This is an optimization exercise on Yosys and OpenROAD, whose aim is small area, a short achievable clock period and few clock cycles, not a production implementation. Function was checked by simulation only, so behaviour that the tests miss may differ from the original. Power figures rest on the tool's default switching activity, not on a simulated workload.

[flow/run.sh]
#!/bin/bash
# The standard layout (standard.sh), with the port buffers that buffer_ports
# inserts made from buf_1 cells instead of the delay cells it picks by default.
export BUFFER_PORTS_ARGS="-buffer_cell sky130_fd_sc_hd__buf_1"
bash standard.sh > standard.log 2>&1
[design.v]
module csb (
    input  wire        clk,
    input  wire        rst,                
    input  wire        lockstep_strict,    
    input  wire        req_valid,
    output wire        req_ready,
    input  wire [31:0] req_word,
    output reg         rsp_valid,
    output reg  [2:0]  rsp_code,
    output reg  [15:0] rsp_data,
    output reg         mem_valid,
    output reg         mem_we,
    output wire [1:0]  mem_dev,
    output reg  [15:0] mem_addr,
    output wire [7:0]  mem_wdata,
    input  wire        mem_ready,
    input  wire [7:0]  mem_rdata,
    output wire        ntf_valid,
    output wire [1:0]  ntf_ext,
    output wire [4:0]  ntf_kind,
    output wire        ntf_level,
    output wire        log_valid,
    output wire [1:0]  log_inst,
    output wire [4:0]  log_kind,
    output wire        log_level
);
    localparam [17:0] L_RELOAD = 18'h00001;
    localparam [17:0] L_T1     = 18'h0C3E5;
    localparam [17:0] L_T2     = 18'h261F2;
    localparam [17:0] L_M1     = 18'h3D375;
    localparam [17:0] L_M2     = 18'h3E9BA;
    localparam [4:0] K_IRQ  = 5'd1;
    localparam [4:0] K_NMI  = 5'd2;
    localparam [4:0] K_RDY  = 5'd3;
    localparam [4:0] K_BA   = 5'd5;
    localparam [4:0] K_CNT  = 5'd7;
    localparam [4:0] K_TOD  = 5'd8;
    localparam [4:0] K_FLAG = 5'd9;
    localparam [4:0] K_DMA  = 5'd17;
    localparam [5:0] OP_ANNOUNCE = 6'h01, OP_WAIT    = 6'h02, OP_RELEASE = 6'h03,
                     OP_ALLFIN   = 6'h04, OP_START   = 6'h08, OP_STOP    = 6'h09,
                     OP_TICK     = 6'h0A, OP_SETRATE = 6'h0B, OP_GETRATE = 6'h0C,
                     OP_TODREG   = 6'h0D, OP_STORE   = 6'h10, OP_LOAD    = 6'h11,
                     OP_ISINIT   = 6'h12, OP_SETCPU  = 6'h13, OP_SETVIC  = 6'h14,
                     OP_SETCOLOR = 6'h15, OP_CTR_WLO = 6'h18, OP_CTR_WHI = 6'h19,
                     OP_CTR_DEC  = 6'h1A, OP_CTR_CLK = 6'h1B, OP_CTR_ZERO= 6'h1C,
                     OP_CTR_READ = 6'h1D, OP_FF_SET  = 6'h20, OP_FF_RST  = 6'h21,
                     OP_FF_INV   = 6'h22, OP_FF_GET  = 6'h23, OP_DFF_SET = 6'h28,
                     OP_DFF_RST  = 6'h29, OP_DFF_INV = 6'h2A, OP_DFF_CLK = 6'h2B,
                     OP_DFF_GET  = 6'h2C, OP_AND_NTF = 6'h30, OP_WAND_SET= 6'h38,
                     OP_WAND_GET = 6'h39;
    function [2:0] static_code;
        input [31:0] wd;
        reg nz_a, nz_b, nz_c, nz_d, nz_e, nz_f, nz_g, nz_l;
        reg i16, i8, i4, bad_id;
        begin
            nz_a = |wd[25:18];     
            nz_b = |wd[17:16];
            nz_c = |wd[15:13];
            nz_d = |wd[12:9];
            nz_e = wd[8];
            nz_f = |wd[7:1];
            nz_g = wd[0];
            nz_l = |wd[23:18];
            i16  = |wd[25:22];     
            i8   = |wd[25:21];
            i4   = |wd[25:20];
            case (wd[31:26])
                OP_ANNOUNCE, OP_WAIT:
                    static_code = (nz_b | nz_c | nz_d | nz_e | nz_f | nz_g) ? 3'd1 : i16 ? 3'd2 : 3'd0;
                OP_RELEASE, OP_ALLFIN, OP_START, OP_STOP, OP_TICK, OP_GETRATE, OP_ISINIT:
                    static_code = (nz_a | nz_b | nz_c | nz_d | nz_e | nz_f | nz_g) ? 3'd1 : 3'd0;
                OP_SETRATE:
                    static_code = (nz_a | nz_b) ? 3'd1 : 3'd0;
                OP_SETCPU: begin
                    bad_id = wd[15:10] != 6'd0 || wd[8] || wd[7:2] != 6'd0 || !wd[0];
                    static_code = (nz_a | nz_b) ? 3'd1 : bad_id ? 3'd4 : 3'd0;
                end
                OP_TODREG, OP_SETVIC, OP_SETCOLOR: begin
                    bad_id = (wd[31:26] == OP_TODREG)  ? (wd[7:3] != 5'd0 || wd[2:1] == 2'b11) :
                             (wd[31:26] == OP_SETVIC)  ? (wd[7:2] != 6'd0 || wd[0]) :
                                                         (wd[7:0] != 8'd0);
                    static_code = (nz_a | nz_b | nz_c | nz_d | nz_e) ? 3'd1 : bad_id ? 3'd4 : 3'd0;
                end
                OP_STORE:
                    static_code = 3'd0;
                OP_LOAD:
                    static_code = (nz_l | nz_b) ? 3'd1 : 3'd0;
                OP_CTR_WLO, OP_CTR_WHI:
                    static_code = (nz_b | nz_c | nz_d | nz_e) ? 3'd1 : i8 ? 3'd3 : 3'd0;
                OP_CTR_DEC:
                    static_code = (nz_b | nz_c | nz_d | nz_e | nz_f) ? 3'd1 : i8 ? 3'd3 : 3'd0;
                OP_CTR_CLK, OP_CTR_ZERO, OP_CTR_READ, OP_WAND_GET:
                    static_code = (nz_b | nz_c | nz_d | nz_e | nz_f | nz_g) ? 3'd1 : i8 ? 3'd3 : 3'd0;
                OP_FF_SET, OP_FF_RST, OP_FF_INV, OP_FF_GET,
                OP_DFF_SET, OP_DFF_RST, OP_DFF_INV, OP_DFF_CLK, OP_DFF_GET:
                    static_code = (nz_b | nz_c | nz_d | nz_e | nz_f | nz_g) ? 3'd1 : i16 ? 3'd3 : 3'd0;
                OP_AND_NTF:
                    static_code = (nz_b | nz_c | nz_f) ? 3'd1 : i4 ? 3'd3 : 3'd0;
                OP_WAND_SET:
                    static_code = (nz_b | nz_c | nz_d | nz_f) ? 3'd1 : i8 ? 3'd3 : 3'd0;
                default:
                    static_code = 3'd1;
            endcase
        end
    endfunction
    reg [15:0] bar_expected;
    reg [15:0] bar_pending;
    reg        bar_pzero;         
    reg [15:0] bar_blocked;
    reg [14:0] clk_rate;          
    reg        clk_running;
    reg [17:0] clk_tod;           
    reg [2:0]  clk_targets;       
    reg [7:0]  bus_prev;          
    reg        cpu_rd2, cpu_wr3, vic_rd2;    
    reg        cpu_set, vic_set, color_set;
    reg [15:0] ctr_counter [0:7];
    reg [15:0] ctr_latch   [0:7];
    reg [7:0]  ctr_dec;
    reg [15:0] ff_state;
    reg [15:0] dff_in;
    reg [15:0] dff_out;
    reg [3:0]  and_in1, and_in2;
    reg [7:0]  wand_l1, wand_l2;
    wire bus_init = cpu_set & vic_set & color_set;
    reg        rst_q;             
    reg        rdy;               
    reg        qv;                
    reg        q_old;             
    reg [2:0]  q_code;
    reg [15:0] q_data;
    reg        tnear;             
    reg        wv;                
    reg [31:0] w;
    reg [2:0]  w_sc;              
    reg        w_acc;             
    reg [15:0] cs;                
    reg        cs_stale;          
    reg        m_vic;             
    reg        m_col;             
    reg  [1:0] m_dev;
    reg        round_busy;        
    reg [1:0]  round_n;
    reg        round_lvl;
    reg        ev_ntf, ev_log;
    reg [1:0]  ev_idx;
    reg [4:0]  ev_kind;
    reg        ev_lvl;
    assign ntf_valid = ev_ntf;
    assign ntf_ext   = ev_idx;
    assign ntf_kind  = ev_kind;
    assign ntf_level = ev_lvl;
    assign log_valid = ev_log;
    assign log_inst  = ev_idx;
    assign log_kind  = ev_kind;
    assign log_level = ev_lvl;
    assign mem_wdata = bus_prev;
    assign mem_dev   = m_dev;
    assign req_ready = rdy;
    wire m_first   = m_vic & ~m_col;                      
    wire m_done    = mem_valid & mem_ready & ~m_first;    
    wire mem_free  = ~mem_valid | m_done;
    wire acc       = req_valid & rdy;
    wire safe;
    reg  exec_r;                  
    reg  xo;                      
    wire exec   = exec_r;
    wire iss_w  = wv & w_acc & mem_free & ~round_busy;
    wire [5:0]  opc    = w[31:26];
    wire [3:0]  inst   = w[21:18];
    wire        view   = w[25];
    wire [7:0]  byte_v = w[7:0];
    wire [4:0]  kind   = w[12:8];
    wire        level  = w[0];
    wire        line   = w[8];
    wire ok_s   = (w_sc == 3'd0);
    wire is_bar = (opc == OP_ANNOUNCE) | (opc == OP_WAIT);
    reg  blkp, blk_set, blk_clr;
    wire blk_r  = blk_set | (blkp & ~blk_clr);
    wire blk    = is_bar & blk_r;
    wire is_mem = (opc == OP_STORE) | (opc == OP_LOAD);
    wire fault  = is_mem & ~bus_init;
    wire ex_ok  = ok_s & ~blk & ~fault;
    wire do_op  = exec & ex_ok;
    function do_is;
        input [5:0] o;
        do_is = xo && (opc == o) &&
                !((o == OP_ANNOUNCE || o == OP_WAIT) && blk_r) &&
                !((o == OP_LOAD || o == OP_STORE) && !bus_init);
    endfunction
    wire ex_dok = ok_s & ~fault;    
    wire set_cpu = do_is(OP_SETCPU);
    wire set_vic = do_is(OP_SETVIC);
    wire set_col = do_is(OP_SETCOLOR);
    wire cpu_rd2_n = set_cpu ? w[9] : cpu_rd2;
    wire cpu_wr3_n = set_cpu ? w[1] : cpu_wr3;
    wire vic_rd2_n = set_vic ? w[1] : vic_rd2;
    wire bus_init_n = (cpu_set | set_cpu) & (vic_set | set_vic) & (color_set | set_col);
    function is_access;
        input [31:0] wd;
        is_access = (wd[31:26] == OP_STORE && !wd[25] && wd[24]) ||
                    (wd[31:26] == OP_LOAD && wd[23:16] == 8'd0 && (wd[25] ^ wd[24]));
    endfunction
    wire in_acc  = is_access(req_word) & bus_init_n;
    wire round_start;
    wire qv_n;
    wire round_may = exec & (opc == OP_TICK) & tnear;
    wire iss_in  = acc & in_acc & mem_free & ~round_busy & ~round_may;
    wire issue   = iss_in | iss_w;
    wire st_in   = acc & (req_word[31:26] == OP_STORE) & ~req_word[25] & req_word[24] &
                   bus_init_n & mem_free & ~round_busy & ~round_may;
    wire [31:0] iw = iss_w ? w : req_word;        
    wire iw_st   = (iw[31:26] == OP_STORE);
    wire iw_tbl  = iw_st ? cpu_wr3_n : (iw[25] ? vic_rd2_n : cpu_rd2_n);
    wire [2:0]  cs_sel = rdy ? req_word[20:18] : w[20:18];
    wire        w_wr_ctr = (opc == OP_CTR_WHI) | (opc == OP_CTR_CLK);
    wire        in_rd_ctr = (req_word[31:26] == OP_CTR_CLK) | (req_word[31:27] == 5'b01110);
    wire [15:0] cs_dec = cs - 16'd1;
    wire        whi_nr  = (opc == OP_CTR_WHI) & ~rst_q;
    wire [15:0] cdec_nr = cs_dec & {16{~rst_q}};
    wire [7:0]  lat_in  = rst_q ? 8'hFF : byte_v;
    wire [7:0]  cnt_hi  = whi_nr ? byte_v : cdec_nr[15:8];
    wire tick_en   = do_is(OP_TICK) & clk_running & (~lockstep_strict | bar_pzero);
    wire tod_zero  = (clk_tod == L_T1);     
    wire tod_mid   = (clk_tod == L_M1);     
    wire tod_edge  = tick_en & (tod_zero | tod_mid);
    wire edge_lvl  = tod_zero;
    function [1:0] tgt_len;
        input [2:0] id;
        case (id)
            3'd1: tgt_len = 2'd1;
            3'd2, 3'd3, 3'd5: tgt_len = 2'd2;
            3'd4: tgt_len = 2'd3;
            default: tgt_len = 2'd0;
        endcase
    endfunction
    function [9:0] round_ev;
        input [2:0] id;
        input [1:0] n;
        input       l;
        reg   [2:0] r;     
        begin
            case ({id, n})
                {3'd1, 2'd0}: r = 3'b000;
                {3'd2, 2'd0}: r = 3'b100;
                {3'd2, 2'd1}: r = 3'b001;
                {3'd3, 2'd0}: r = 3'b000;
                {3'd3, 2'd1}: r = 3'b001;
                {3'd4, 2'd0}: r = 3'b111;
                {3'd4, 2'd1}: r = 3'b100;
                {3'd4, 2'd2}: r = 3'b011;
                default:      r = 3'b101;    
            endcase
            case (r)
                3'b100:  round_ev = {2'b10, 2'd0, K_FLAG, l & and_in2[0]};
                3'b111:  round_ev = {2'b10, 2'd2, K_IRQ, l & and_in2[3] & and_in2[2]};
                3'b101:  round_ev = {2'b01, 2'd1, K_TOD, l};
                default: round_ev = {2'b10, r[1:0], K_TOD, l};
            endcase
        end
    endfunction
    wire [1:0] tlen = tgt_len(clk_targets);
    assign round_start = tod_edge & (tlen > 2'd1);
    wire round_last = round_busy & (round_n + 2'd1 == tlen);
    assign safe = ~(opc == OP_TICK && tnear) & ~(opc == OP_LOAD && view && !mem_we);
    wire tlen2_n  = (tlen >= 2'd2) |
                    (exec && opc == OP_TODREG && w[2:0] >= 3'd2 && w[2:0] <= 3'd5);
    wire tnear_n  = (tod_zero || tod_mid ||
                     (exec && opc == OP_TICK && (clk_tod == L_T2 || clk_tod == L_M2))) &
                    tlen2_n;
    reg [3:0] an_in1, an_in2;    
    reg [9:0] an_ev;
    always @(*) begin
        an_in1 = and_in1;
        an_in2 = and_in2;
        an_ev  = {2'b01, inst[1:0], kind, level};
        case (inst[1:0])
            2'd0: begin
                if (kind == K_TOD) an_in1[0] = level;
                else if (kind == K_CNT) an_in2[0] = level;
                if (kind == K_TOD || kind == K_CNT)
                    an_ev = {2'b10, 2'd0, K_FLAG, an_in1[0] & an_in2[0]};
            end
            2'd1: begin
                if (kind == K_IRQ) an_in1[1] = level;
                else if (kind == K_NMI) an_in2[1] = level;
                if (kind == K_IRQ || kind == K_NMI) begin
                    an_in2[0] = an_in1[1] & an_in2[1];
                    an_ev = {2'b10, 2'd0, K_FLAG, an_in1[0] & an_in2[0]};
                end
            end
            2'd2: begin
                if (kind == K_RDY) an_in1[2] = level;
                else if (kind == K_BA) an_in2[2] = level;
                if (kind == K_RDY || kind == K_BA)
                    an_ev = {2'b10, 2'd2, K_IRQ, an_in1[2] & an_in2[2]};
            end
            default: begin
                if (kind == K_TOD) an_in1[3] = level;
                else if (kind == K_DMA) an_in2[3] = level;
                if (kind == K_TOD || kind == K_DMA) begin
                    an_in1[2] = an_in1[3] & an_in2[3];
                    an_ev = {2'b10, 2'd2, K_IRQ, an_in1[2] & an_in2[2]};
                end
            end
        endcase
    end
    reg [15:0] ex_data;
    always @(*) begin
        ex_data = 16'd0;
        case (opc)
            OP_ALLFIN:   ex_data = {15'd0, bar_pzero};
            OP_GETRATE:  ex_data = {1'b0, clk_rate};
            OP_LOAD:     ex_data = view ? {4'd0, bus_prev[3:0], 8'hFF} : 16'h00FF;
            OP_ISINIT:   ex_data = {15'd0, bus_init};
            OP_CTR_ZERO: ex_data = {15'd0, cs == 16'd0};
            OP_CTR_READ: ex_data = cs;
            OP_FF_GET:   ex_data = {15'd0, ff_state[inst]};
            OP_DFF_GET:  ex_data = {15'd0, dff_out[inst]};
            OP_WAND_GET: ex_data = {15'd0, wand_l1[inst[2:0]] & wand_l2[inst[2:0]]};
            default: ;
        endcase
    end
    wire [2:0] ex_code = !ok_s ? w_sc : blk ? 3'd5 : fault ? 3'd6 : 3'd0;
    genvar g;
    generate
        for (g = 0; g < 8; g = g + 1) begin : g_ctr
            wire sel    = (inst[2:0] == g);
            wire ld_llo = rst_q | (sel & do_is(OP_CTR_WLO));
            wire ld_lhi = rst_q | (sel & do_is(OP_CTR_WHI));
            wire ld_cnt = rst_q | (sel & ((do_is(OP_CTR_WHI) & ~ctr_dec[g]) |
                                        (do_is(OP_CTR_CLK) &  ctr_dec[g])));
            wire ld_dec = rst_q | (sel & do_is(OP_CTR_DEC));
            wire [7:0] cnt_lo = whi_nr ? ctr_latch[g][7:0] : cdec_nr[7:0];
            always @(posedge clk) begin
                if (ld_llo) ctr_latch[g][7:0]  <= lat_in;
                if (ld_lhi) ctr_latch[g][15:8] <= lat_in;
                if (ld_cnt) ctr_counter[g]     <= {cnt_hi, cnt_lo};
                if (ld_dec) ctr_dec[g]         <= w[0] & ~rst_q;
            end
        end
        for (g = 0; g < 16; g = g + 1) begin : g_ff
            wire sel = (inst == g);
            always @(posedge clk) begin
                if (rst_q) begin
                    ff_state[g] <= 1'b0;
                    dff_in[g]   <= 1'b0;
                    dff_out[g]  <= 1'b0;
                    bar_blocked[g] <= 1'b0;
                end else begin
                    if (sel && do_is(OP_FF_SET)) ff_state[g] <= 1'b1;
                    if (sel && do_is(OP_FF_RST)) ff_state[g] <= 1'b0;
                    if (sel && do_is(OP_FF_INV)) ff_state[g] <= ~ff_state[g];
                    if (sel && do_is(OP_DFF_SET)) dff_in[g] <= 1'b1;
                    if (sel && do_is(OP_DFF_RST)) dff_in[g] <= 1'b0;
                    if (sel && do_is(OP_DFF_INV)) dff_in[g] <= ~dff_in[g];
                    if (sel && do_is(OP_DFF_CLK)) dff_out[g] <= dff_in[g];
                    if (do_is(OP_RELEASE) || tick_en) bar_blocked[g] <= 1'b0;
                    else if (sel && do_is(OP_WAIT)) bar_blocked[g] <= 1'b1;
                end
            end
        end
        for (g = 0; g < 8; g = g + 1) begin : g_wand
            wire sel = (inst[2:0] == g) && do_is(OP_WAND_SET);
            always @(posedge clk) begin
                if (rst_q) begin
                    wand_l1[g] <= 1'b1;
                    wand_l2[g] <= 1'b1;
                end else if (sel) begin
                    if (!line) wand_l1[g] <= level;
                    else       wand_l2[g] <= level;
                end
            end
        end
    endgenerate
    wire wv_n         = acc ? ~iss_in : (wv & ~exec & ~iss_w);
    wire w_acc_n      = rdy ? in_acc : w_acc;
    wire mem_valid_n  = issue | (mem_valid & ~m_done);
    wire round_busy_n = round_busy ? ~round_last : (round_start & ~rst);
    wire cs_stale_n   = rdy & exec & w_wr_ctr & (w[20:18] == req_word[20:18]) & in_rd_ctr;
    wire ex_q         = exec & ~round_start & (mem_valid | qv);    
    wire drain        = qv & (q_old | ~mem_valid);                 
    wire m_to_q       = m_done & drain;                            
    assign qv_n       = ex_q | m_to_q | (qv & ~drain);
    wire [31:0] wn    = rdy ? req_word : w;                        
    wire [15:0] m_res = mem_we ? 16'd0 :
                        m_col  ? {4'd0, mem_rdata[3:0], bus_prev} : {8'd0, mem_rdata};
    wire mem_we_n     = mem_free ? iw_st : mem_we;
    wire safe_n       = ~(wn[31:26] == OP_TICK && tnear_n) &
                        ~(wn[31:26] == OP_LOAD && wn[25] && !mem_we_n);
    wire round_busy_c = round_busy ? ~round_last : round_may;
    wire qv_c         = (exec & (mem_valid | qv)) | m_to_q | (qv & ~drain);
    wire exec_n       = wv_n & ~w_acc_n & ~round_busy_c & ~cs_stale_n &
                        (~mem_valid_n | (~qv_c & safe_n));
    wire ok_n         = rdy ? (static_code(req_word) == 3'd0) : ok_s;
    always @(posedge clk) begin
        if (rdy) begin
            w    <= req_word;
            w_sc <= static_code(req_word);
        end
        cs <= ctr_counter[cs_sel];
        blkp    <= bar_blocked[rdy ? req_word[21:18] : w[21:18]];
        blk_set <= rdy & do_is(OP_WAIT) & (w[21:18] == req_word[21:18]);
        blk_clr <= rdy & (do_is(OP_RELEASE) | tick_en);
        if (mem_free) begin
            mem_addr <= iw[15:0];
            mem_we   <= iw_st;
            m_vic    <= iw[25];
            m_col    <= 1'b0;
            m_dev    <= {1'b0, iw[15:12] == 4'hD && iw_tbl};
        end else if (mem_ready && m_first) begin
            m_col    <= 1'b1;
            m_dev    <= 2'd2;
        end
        if (ex_q | m_to_q) begin
            q_code <= m_to_q ? 3'd0 : ex_code;
            q_data <= m_to_q ? m_res : ex_dok ? ex_data : 16'd0;
        end
        rsp_code <= drain ? q_code : (mem_valid | round_busy) ? 3'd0 : ex_code;
        rsp_data <= drain ? q_data :
                    round_busy ? 16'd0 :
                    !mem_valid ? (ex_dok ? ex_data : 16'd0) : m_res;
        if (exec && do_is(OP_AND_NTF))
            {ev_idx, ev_kind, ev_lvl} <= an_ev[7:0];
        else if (round_busy)
            {ev_idx, ev_kind, ev_lvl} <= round_ev(clk_targets, round_n, round_lvl);
        else
            {ev_idx, ev_kind, ev_lvl} <= round_ev(clk_targets, 2'd0, edge_lvl);
        rst_q <= rst;
        if (rst) begin
            rdy         <= 1'b0;
            exec_r      <= 1'b0;
            xo          <= 1'b0;
            qv          <= 1'b0;
            q_old       <= 1'b0;
            tnear       <= 1'b0;
            wv          <= 1'b0;
            w_acc       <= 1'b0;
            cs_stale    <= 1'b0;
            mem_valid   <= 1'b0;
            rsp_valid   <= 1'b0;
            ev_ntf      <= 1'b0;
            ev_log      <= 1'b0;
            round_busy  <= 1'b0;
            round_n     <= 2'd0;
            round_lvl   <= 1'b0;
        end else begin
            wv         <= wv_n;
            w_acc      <= w_acc_n;
            cs_stale   <= cs_stale_n;
            mem_valid  <= mem_valid_n;
            round_busy <= round_busy_n;
            rdy        <= rst_q | ~wv_n | exec_n;
            exec_r     <= exec_n;
            xo         <= exec_n & ok_n;
            qv         <= qv_n;
            q_old      <= issue & qv_n;
            tnear      <= tnear_n & ~rst_q;
            if (st_in)
                bus_prev <= req_word[23:16];
            else if (iss_w && opc == OP_STORE)
                bus_prev <= w[23:16];
            else if (mem_valid && mem_ready && !mem_we && !m_col)
                bus_prev <= mem_rdata;
            rsp_valid <= drain | m_done | (exec & ~round_start & ~mem_valid & ~qv) | round_last;
            ev_ntf <= 1'b0;
            ev_log <= 1'b0;
            if (exec && do_is(OP_AND_NTF)) begin
                ev_ntf <= an_ev[9];
                ev_log <= an_ev[8];
                and_in1 <= an_in1;
                and_in2 <= an_in2;
            end else if (round_busy) begin
                {ev_ntf, ev_log} <= round_ev(clk_targets, round_n, round_lvl) >> 8;
                round_n <= round_n + 2'd1;
            end else if (tod_edge && tlen != 2'd0) begin
                {ev_ntf, ev_log} <= round_ev(clk_targets, 2'd0, edge_lvl) >> 8;
                round_n    <= 2'd1;
                round_lvl  <= edge_lvl;
                if (clk_targets == 3'd2)
                    and_in1[0] <= edge_lvl;
                if (clk_targets == 3'd4) begin
                    and_in1[0] <= edge_lvl;
                    and_in1[3] <= edge_lvl;
                    and_in1[2] <= edge_lvl & and_in2[3];
                end
            end
        end
        if (rst_q) begin
            bar_expected <= 16'd0;
            bar_pending  <= 16'd0;
            bar_pzero    <= 1'b1;
            clk_rate     <= 15'h0100;
            clk_running  <= 1'b0;
            clk_tod      <= L_RELOAD;
            clk_targets  <= 3'd0;
            bus_prev     <= 8'h00;
            cpu_rd2      <= 1'b0;
            cpu_wr3      <= 1'b0;
            vic_rd2      <= 1'b0;
            cpu_set      <= 1'b0;
            vic_set      <= 1'b0;
            color_set    <= 1'b0;
            and_in1      <= 4'hF;
            and_in2      <= 4'hF;
        end else begin
            if (do_is(OP_ANNOUNCE))
                bar_expected <= bar_expected + 16'd1;
            if (do_is(OP_RELEASE) || tick_en) begin
                bar_pending <= bar_expected;
                bar_pzero   <= (bar_expected == 16'd0);
            end else if (do_is(OP_WAIT) && !bar_pzero) begin
                bar_pending <= bar_pending - 16'd1;
                bar_pzero   <= (bar_pending == 16'd1);
            end
            if (do_is(OP_START)) clk_running <= 1'b1;
            if (do_is(OP_STOP))  clk_running <= 1'b0;
            if (tick_en)
                clk_tod <= tod_zero ? L_RELOAD : {clk_tod[16:0], clk_tod[17] ^ clk_tod[10]};
            if (do_is(OP_SETRATE))
                clk_rate <= w[15] ? 15'h0100 : w[14:0];
            if (do_is(OP_TODREG))
                clk_targets <= w[2:0];
            if (set_cpu) begin
                cpu_rd2 <= w[9];
                cpu_wr3 <= w[1];
                cpu_set <= 1'b1;
            end
            if (set_vic) begin
                vic_rd2 <= w[1];
                vic_set <= 1'b1;
            end
            if (set_col)
                color_set <= 1'b1;
        end
    end
endmodule
[config.mk]
export PLATFORM = sky130hd
export DESIGN_NAME = csb
export DESIGN_NICKNAME = csb
export VERILOG_FILES = /design/flow/design.v
export SDC_FILE = /design/flow/constraint.sdc
export NUM_CORES = 4
export LEC_CHECK = 0
export ABC_AREA = 1
export CAP_MARGIN = 20
export CORE_MARGIN = 2
export CORE_UTILIZATION = 55
export CTS_CLUSTER_DIAMETER = 80
export CTS_CLUSTER_SIZE = 25
export PLACE_DENSITY = 0.7
export SETUP_SLACK_MARGIN = 4.4
export SLEW_MARGIN = 20
[constraint.sdc]
create_clock -name core_clock -period 7.0 [get_ports {clk}]
set_input_delay 1.4000 -clock core_clock [delete_from_list [all_inputs] [get_ports {clk}]]
set_output_delay 1.4000 -clock core_clock [all_outputs]
set_load 0.01 [all_outputs]
[standard.sh]
#!/bin/bash
# synth_recipe.tcl (not shown) runs the flow's synth.tcl, then flattens the netlist and writes it again
# the make line also repeats each setting of config.mk as NAME=value (left out here)
make -C /OpenROAD-flow-scripts/flow DESIGN_CONFIG=/design/flow/config.mk WORK_HOME=/design/flow/orfs CLKGATE_MAP_FILE= SYNTH_SCRIPT=/design/flow/synth_recipe.tcl "${@:-finish}"
==> reports/qor.csv, run 1 <==
stage,metric,value,unit
status,outcome,finished clean,
worst_setup_path,rr_worst_depth,6,
worst_setup_path,cp.required,7.23,ns
cts,cts_sinks,508,
synthesis,syn_area,23600,um2
sta,fin_crit_sh,37.7,%
pwr,power,6.32,mW
min_path,min_from,q_data[0]$_DFFE_PP_,
pwr,p_per_area,238,nW/um2
worst_setup_path,cp-start-kind,register,
cells_and_area,multiInputGateArea,9610,um2
sta,rsz0062_at_grt,yes,
routing,vias_per_cell,6.09,
floorplanning,fp.coreArea,42100,um2
worst_setup_path,worst_r2r_endpoint,ctr_latch[4][4]$_DFFE_PP_,
placement,hpwl,50000,um
floorplanning,die_y,211,um
floorplanning,row_count,75,
sta,fmax,0.379,GHz
synthesis,netlist_instances,2776,
placement,port_buffers,111,
cells_and_area,num-fill-cells,3575,
job,cap_violations,0,
placement,place_congestion,0.963,
cts,path_clk_slew,0.10,ns
pwr,ir_worst_vdd,0.190,mV
floorplanning,fp.dieArea,44600,um2
cells_and_area,finalNonFillerCells,3458,
global_route,overflow,0,
cts,holdBufCountCts,0,
synthesis,ys.flop_type,edfxtp_1,
synthesis,yosys_warnings,3,
routing,drt-total-wl,73600,um
synthesis,ys_seq_area_share,54.3,%
global_route,antenna_found_initial,1,
routing,vias,21100,
floorplanning,floorplan.initialDensity,56.0,%
global_route,grt_usage,32.3,%
worst_setup_path,crit_path_end_kind,register,
routing,highest_layer,met5,
cts,clk_path_buf_depth,3,
routing,drc_errors,0,
global_route,grt_max_degree,71,
cells_and_area,final_common_cell,nand2_1,
min_path,whs_path_depth,2,
pwr,p_leak,10.3,nW
sta,finalSetupViolations,0,
routing,routedWlPerCell,21.3,um
cells_and_area,final_cell_mix,"nand2_1 (480), inv_1 (296), edfxtp_1 (264)",
cts,cts.htree.levels,1,
sta,worst_slack,4.36,ns
cts,clk-insertion-delay-late,0.63,ns
worst_setup_path,r2r_start,w[30]$_DFF_P_,
sta,setup_tns,0,ns
routing,ant_nets,0,
min_path,hold_path.class,reg -> reg,
global_route,grt_pass1_wl,111000,um
worst_setup_path,path_class,reg -> reg,
synthesis,synth-seq-cells,508,
synthesis,avgSynthCellArea,8.50,um2
sta,fin_hold_ws,0.448,ns
cells_and_area,area_delta_synth_final,12.3,%
worst_setup_path,r2r_setup_slack,4.36,ns
synthesis,synthArstFlopShare,0,%
synthesis,synth_cell_types,66,
cts,cts-buffers-inserted,28,
floorplanning,fp.dieW,211,um
worst_setup_path,cp_max_fo,11,
synthesis,synth_nets,2831,
placement,placed_cells,3345,
min_path,whs_endpoint,rsp_data[0]$_DFF_P_,
routing,met1Wirelength,31100,um
sta,relSlewSlack,39.4,%
cells_and_area,antenna_cells,0,
global_route,grt_pass1_vias,19300,
sta,finalWorstPathRequiredPeriod,2.64,ns
cts,cts_tree,yes,
synthesis,synth_edf_count,264,
cells_and_area,finalNetCount,2952,
routing,drt_iter0_markers,2796,
sta,final_hold_viol_count,0,
placement,place_ws,3.02,ns
sta,drv_slew,0,
routing,wl_met3,6610,um
floorplanning,io-pin-count,112,
cts,cts-root-buf,clkbuf_16,
sta,tightest_slew,0.906,ns
routing,drtPass1Iterations,6,
sta,fin_skew,0.0449,ns
worst_setup_path,cp.arrival,2.87,ns
routing,routed-wl-met2,33600,um
cells_and_area,regArea,12800,um2
cells_and_area,layout-drive-gt1-share,11.2,%
metal layers:
layer,vias to the layer above,GRT usage [%]
met2,1038,51.4
met4,2,9.54
li1,9803,-
met5,-,0
met1,10100,45.6
met3,152,5.34
what timing repair did:
item,CTS,global route
gates cloned,3,3
pin swaps,9,20
setup endpoints to repair,368,341
gates resized for setup,67,82
setup buffers,19,36
state kept, by name, indices dropped and copies added (netlist names), 18 cells and up:
signal,count
ctr_counter,128
clk_tod,18
w,31
ctr_latch,64
cells in the mapped netlist (12+ instances only):
library cell,number,area (um2)
nand2_1,495,1860
inv_1,306,1150
nor2_1,277,1040
edfxtp_1,264,7930
nand3_1,260,1300
dfxtp_1,244,4880
o21ai_0,225,1130
a21oi_1,170,851
nor3_1,76,380
clkbuf_1,62,233
nand4_1,45,282
a221oi_1,39,342
o22ai_1,22,138
a31oi_1,20,125
inv_2,19,71.3
o21ai_1,19,95.1
a211oi_1,18,135
buf_2,18,90.1
nor2_2,15,93.8
buf_1,13,48.8
o211ai_1,13,97.6
nor4_1,12,75.1
kinds of logic after synthesis:
logic type | Yosys count | synth area share [%]
compound gates | 576 | 14.2
flops | 508 | 54.3
simple gates | 1228 | 23.0
fa+ha+maj | 10 | 0.530
xor+xnor | 13 | 0.482
mux | 4 | 0.191
buf+inv | 437 | 7.34
critical path, cell delays in order, from the launching register on:
cell and delay, ns:
dfxtp_1 0.50, inv_2 0.09, nor2_4 0.13, nand2_2 0.09, inv_1 0.31, nand2_1 0.40
o21ai_2 0.72
report_power, final:
group	internal (mW)	leakage (nW)	total, mW	switching [mW]
clock network	0.834	0.452	1.88	1.05
registers	3.43	4.54	3.57	0.144
logic	0.231	5.26	0.863	0.631
worst max-delay path by stage:
stage	startpoint	to	slack, ns	cells after the start
2_1_floorplan	req_word[25]	w_sc[0]$_DFFE_PP_	4.33	11
5_1_grt	w[28]$_DFF_P_	bus_prev[2]$_SDFFE_PP0P_	4.29	13
3_5_place_dp	req_word[20]	cs[11]$_DFF_P_	3.02	9
6_report	w[30]$_DFF_P_	ctr_latch[4][4]$_DFFE_PP_	4.36	6
3_3_place_gp	req_word[20]	cs[9]$_DFF_P_	3.14	9
4_1_cts	mem_ready	bus_prev[3]$_SDFFE_PP0P_	4.24	10
cell type report:
class / count / share of cell area [%]
Clock inverter: 14 / 0.680
Timing Repair inverter: 1 / 0.0283
Sequential cell: 508 / 48.4
Multi-Input combinational cell: 1835 / 36.3
Timing Repair Buffer: 193 / 4.40
Tap cell: 539 / 2.54
Inverter: 330 / 4.85
Clock buffer: 38 / 2.82
metrics by stage:
stage	cell area, um2	utilization (%)
finish	26500	62.9
global route	26500	62.9
CTS	25900	61.5
detailed placement	24600	58.3
global placement	24600	58.3
floorplan	23700	-
Testbench counts, summed over its fixed seeds: cycles 30,417.
==> run 2: changes to the inputs <==
--- a/config.mk
+++ b/config.mk
@@ -9,8 +9,8 @@
 export CAP_MARGIN = 20
 export CORE_MARGIN = 2
-export CORE_UTILIZATION = 55
+export CORE_UTILIZATION = 65
 export CTS_CLUSTER_DIAMETER = 80
 export CTS_CLUSTER_SIZE = 25
-export PLACE_DENSITY = 0.7
-export SETUP_SLACK_MARGIN = 4.4
+export PLACE_DENSITY = 0.8
+export SETUP_SLACK_MARGIN = 4.5
 export SLEW_MARGIN = 20
==> run 2 against run 1 <==
Still clean. First-iteration DRC count decreased by 0.72%. Sequential cell count unchanged. Final cell count decreased by 1.4%. Die area decreased by 15%. Total power decreased by 1.1%. Global-route usage increased by 5.4 points. Critical path depth decreased by 4. Sequential power about the same. Clock power decreased by 8%. Critical path type is now reg -> out. Largest power group unchanged.
==> reports/qor.csv, run 2 <==
stage,metric,value,unit,change
cells_and_area,largest_reg_flops,128,,unchanged
global_route,grt_pass1_wl,112000,um,+0.91%
routing,drtPass1Iterations,8,,+2
synthesis,synthTopCellsByArea,"edfxtp_1 (34%), dfxtp_1 (21%), nand2_1 (7.9%)",,
floorplanning,fp.dieArea,37900,um2,-15%
cts,clk_path_buf_depth,3,,unchanged
sta,fin_skew,0.0395,ns,-0.00537 ns
sta,setup_tns,0,ns,unchanged
floorplanning,die_y,195,um,-7.9%
worst_setup_path,max_stage_delay,0.36,ns,-0.36 ns
global_route,grt_pass1_vias,20200,,+5.1%
routing,drt_iter0_markers,2776,,-0.72%
worst_setup_path,cp.arrival,1.19,ns,-1.68 ns
cts,clk-insertion-delay-late,0.59,ns,-0.04 ns
worst_setup_path,crit_path_end_kind,primary output,,
global_route,overflow,0,,unchanged
synthesis,synthArstFlopShare,0,%,unchanged
sta,final_hold_viol_count,0,,unchanged
routing,drt-total-wl,74500,um,+1.3%
routing,routedWlPerCell,21.8,um,+2.7%
cts,cts_tree,yes,,
placement,hpwl,48800,um,-2.3%
sta,relSlewSlack,45.4,%,+6.0 points
cells_and_area,reg_top3,"ctr_counter (128), ctr_latch (64), w (31)",,
synthesis,yosysTopAreaCell,edfxtp_1,,
cells_and_area,area_delta_synth_final,14.6,%,
sta,drv_slew,0,,unchanged
placement,port_buffers,111,,unchanged
job,cap_violations,0,,unchanged
sta,finalSetupViolations,0,,unchanged
synthesis,synth.most_common_cell,nand2_1,,
worst_setup_path,cp-start-kind,register,,
synthesis,synth-seq-cells,508,,unchanged
pwr,power,6.25,mW,-1.1%
cells_and_area,largest_register,ctr_counter,,
sta,rsz0062_at_grt,yes,,
cells_and_area,final_common_cell,nand2_1,,
sta,fmax,0.386,GHz,+1.9%
status,outcome,finished clean,,
sta,fin_crit_sh,37.0,%,-0.70 points
pwr,p_leak,10.6,nW,+2.9%
synthesis,ys_top_cells_by_count,"nand2_1 (495), inv_1 (306), nor2_1 (277), edfxtp_1 (264), nand3_1 (260)",,
placement,place_congestion,0.952,,-1.1%
worst_setup_path,critical_path.slowest_cell,dfxtp_4,,
synthesis,yosys_warnings,3,,unchanged
global_route,antenna_found_initial,3,,+2
synthesis,synth_edf_count,264,,unchanged
sta,finalWorstPathRequiredPeriod,2.59,ns,-0.0492 ns
cells_and_area,layout-drive-gt1-share,14.2,%,+3.0 points
floorplanning,row_count,69,,-8.0%
synthesis,synth_cell_types,66,,unchanged
cts,cts-buffers-inserted,26,,-7.1%
synthesis,netlist.area_leader.share,33.6,%,unchanged
synthesis,netlist_instances,2776,,unchanged
routing,vias,21700,,+3.0%
floorplanning,fp.dieW,195,um,-7.9%
synthesis,avgSynthCellArea,8.50,um2,unchanged
synthesis,synth_nets,2831,,unchanged
global_route,grt_max_degree,73,,+2.8%
worst_setup_path,cp_max_fo,3,,-8
worst_setup_path,crit_buf_inv,2,,unchanged
routing,ant_nets,0,,unchanged
cts,cts_sinks,508,,unchanged
global_route,grt_usage,37.7,%,+5.4 points
synthesis,ys.flop_type,edfxtp_1,,
cts,path_clk_slew,0.09,ns,about the same
min_path,hold_path.class,reg -> reg,,
cts,cts.htree.levels,1,,unchanged
routing,vias_per_cell,6.36,,+4.4%
cts,holdBufCountCts,0,,unchanged
synthesis,syn_area,23600,um2,unchanged
synthesis,ys_seq_area_share,54.3,%,unchanged
worst_setup_path,path_cells,buf_12 -> buf_6,,
worst_setup_path,cp.required,5.60,ns,-1.63 ns
routing,drc_errors,0,,unchanged
floorplanning,fp.coreArea,35700,um2,-15%
sta,tightest_slew,0.818,ns,-0.0877 ns
worst_setup_path,path_class,reg -> out,,
floorplanning,floorplan.initialDensity,66.2,%,+10 points
cts,cts-root-buf,clkbuf_16,,
worst_setup_path,path_delay_family,flip-flops,,
floorplanning,io-pin-count,112,,unchanged
pwr,p_per_area,231,nW/um2,-3.1%
cells_and_area,finalNetCount,2984,,+1.1%
pwr,ir_worst_vdd,0.193,mV,+1.5%
cells_and_area,final_cell_mix,"nand2_1 (475), inv_1 (287), edfxtp_1 (264)",,
sta,worst_slack,4.41,ns,+0.0492 ns
placement,place_ws,3.17,ns,+0.151 ns
[run 2: cell counts after synthesis]
No cell type changed its count.
[run 2: where the power goes]
group / internal (mW) / total [mW] / switching, mW / leakage [nW]
logic: 0.271 / 0.942 / 0.671 / 5.62
registers: 3.43 / 3.58 / 0.147 / 4.55
clock network: 0.753 / 1.73 / 0.982 / 0.392
total: 4.45 / 6.25 / 1.80 / 10.6
[run 2: routing by layer]
metal	GRT usage (%)	up-vias	wire length, um
met2	59.9	1481	33900
li1	-	9859	-
met3	6.89	267	9170
met4	16.8	0	3620
met5	0	-	0
met1	50.9	10100	27800
[run 2: final cells by class]
type / count / area (um2)
Sequential cell: 508 / 12900
Clock inverter: 6 / 81.3
Tap cell: 461 / 577
Multi-Input combinational cell: 1834 / 9840
Clock buffer: 40 / 734
Fill cell: 2610 / 8600
Timing Repair Buffer: 229 / 1670
Antenna cell: 3 / 7.51
Inverter: 330 / 1300
[run 2: worst reg2reg max path: stages (launching register included)]
cell     delay (ns)
dfxtp_1        0.49
nand2_1        0.12
inv_2          0.17
nand2_2        0.16
nor2_4         0.16
buf_12         0.15
nand2_1        0.06
nand3_1        0.06
nand2_1        0.07
nor2_1         0.14
nor2_1         0.06
nor2_1         0.13
nand3_1        0.17
nand2_1        0.19
nand2_1        0.13
nand2_1        0.11
nand2_1        0.07
nand2_1        0.05
[run 2: logic make-up after synthesis]
family          after synthesis  share of synthesized area (%)
simple gates               1228                           23.0
xor+xnor                     13                          0.482
flops                       508                           54.3
compound gates              576                           14.2
mux                           4                          0.191
fa+ha+maj                    10                          0.530
buf+inv                     437                           7.34
[run 2: path summary, 6_finish.rpt]
| kind | slack [ns] | startpoint | cells after the start | to |
|---|---|---|---|---|
| worst max register to register | 4.46 | w[29]$_DFF_P_ | 17 | rsp_data[0]$_DFF_P_ |
| worst max-delay path | 4.41 | rdy$_SDFF_PP0_ | 2 | req_ready |
| worst min-delay path | 0.45 | q_data[0]$_DFFE_PP_ | 2 | rsp_data[0]$_DFF_P_ |
| worst min register to register | 0.45 | q_data[0]$_DFFE_PP_ | 2 | rsp_data[0]$_DFF_P_ |
[run 2: per-stage QoR]
step	cells	hold slack [ns]	utilization, %	area, um2
after CTS	3356	0.449	73.7	26300
after detailed placement	3263	0.428	68.8	24500
final	3411	0.448	75.9	27100
after floorplan	2776	0.419	-	23900
after global routing	3409	0.466	75.9	27100
after global placement	3263	0.424	68.8	24500
[run 2: timing repair]
item | CTS | global route
setup buffers | 41 | 50
hold endpoints to repair | 0 | 0
setup endpoints to repair | 407 | 430
resized for setup | 118 | 114
cloned | 6 | 2
pin swaps | 15 | 35

==> afterwards: timing with drivers on the ports <==
How much do the figures lean on ideal ports? The routed layouts below were timed once more, with nothing changed but the port constraints.
Step 1 (the two cells are an assumption about what drives the block):
set clk [get_ports {clk}]
set_driving_cell -lib_cell sky130_fd_sc_hd__clkbuf_16 $clk
set_driving_cell -lib_cell sky130_fd_sc_hd__buf_2 [delete_from_list [all_inputs] $clk]
Step 2, shift: input delay + t, output delay - t, t = (earliest + latest rising clock arrival at the registers) / 2. This alone moves slack from input paths to output paths.
Slacks: no drivers / after step 1 / after step 2; pairs: no drivers / after step 1.
run	t (ns)	setup slack, ns	latest minus earliest clock arrival (ns)	worst register clock-pin slew, ns	worst slew at a driven data input, ns
run 1	0.661	4.363 / 4.333 / 3.816	0.045 / 0.045	0.10 / 0.10	0.06
run 2	0.623	4.412 / 4.358 / 3.925	0.039 / 0.039	0.10 / 0.10	0.06
After both steps every run listed still meets setup and hold. The setup slack of run 1, which loses most, moves by -0.030 ns with the drivers and by -0.547 ns with both steps.
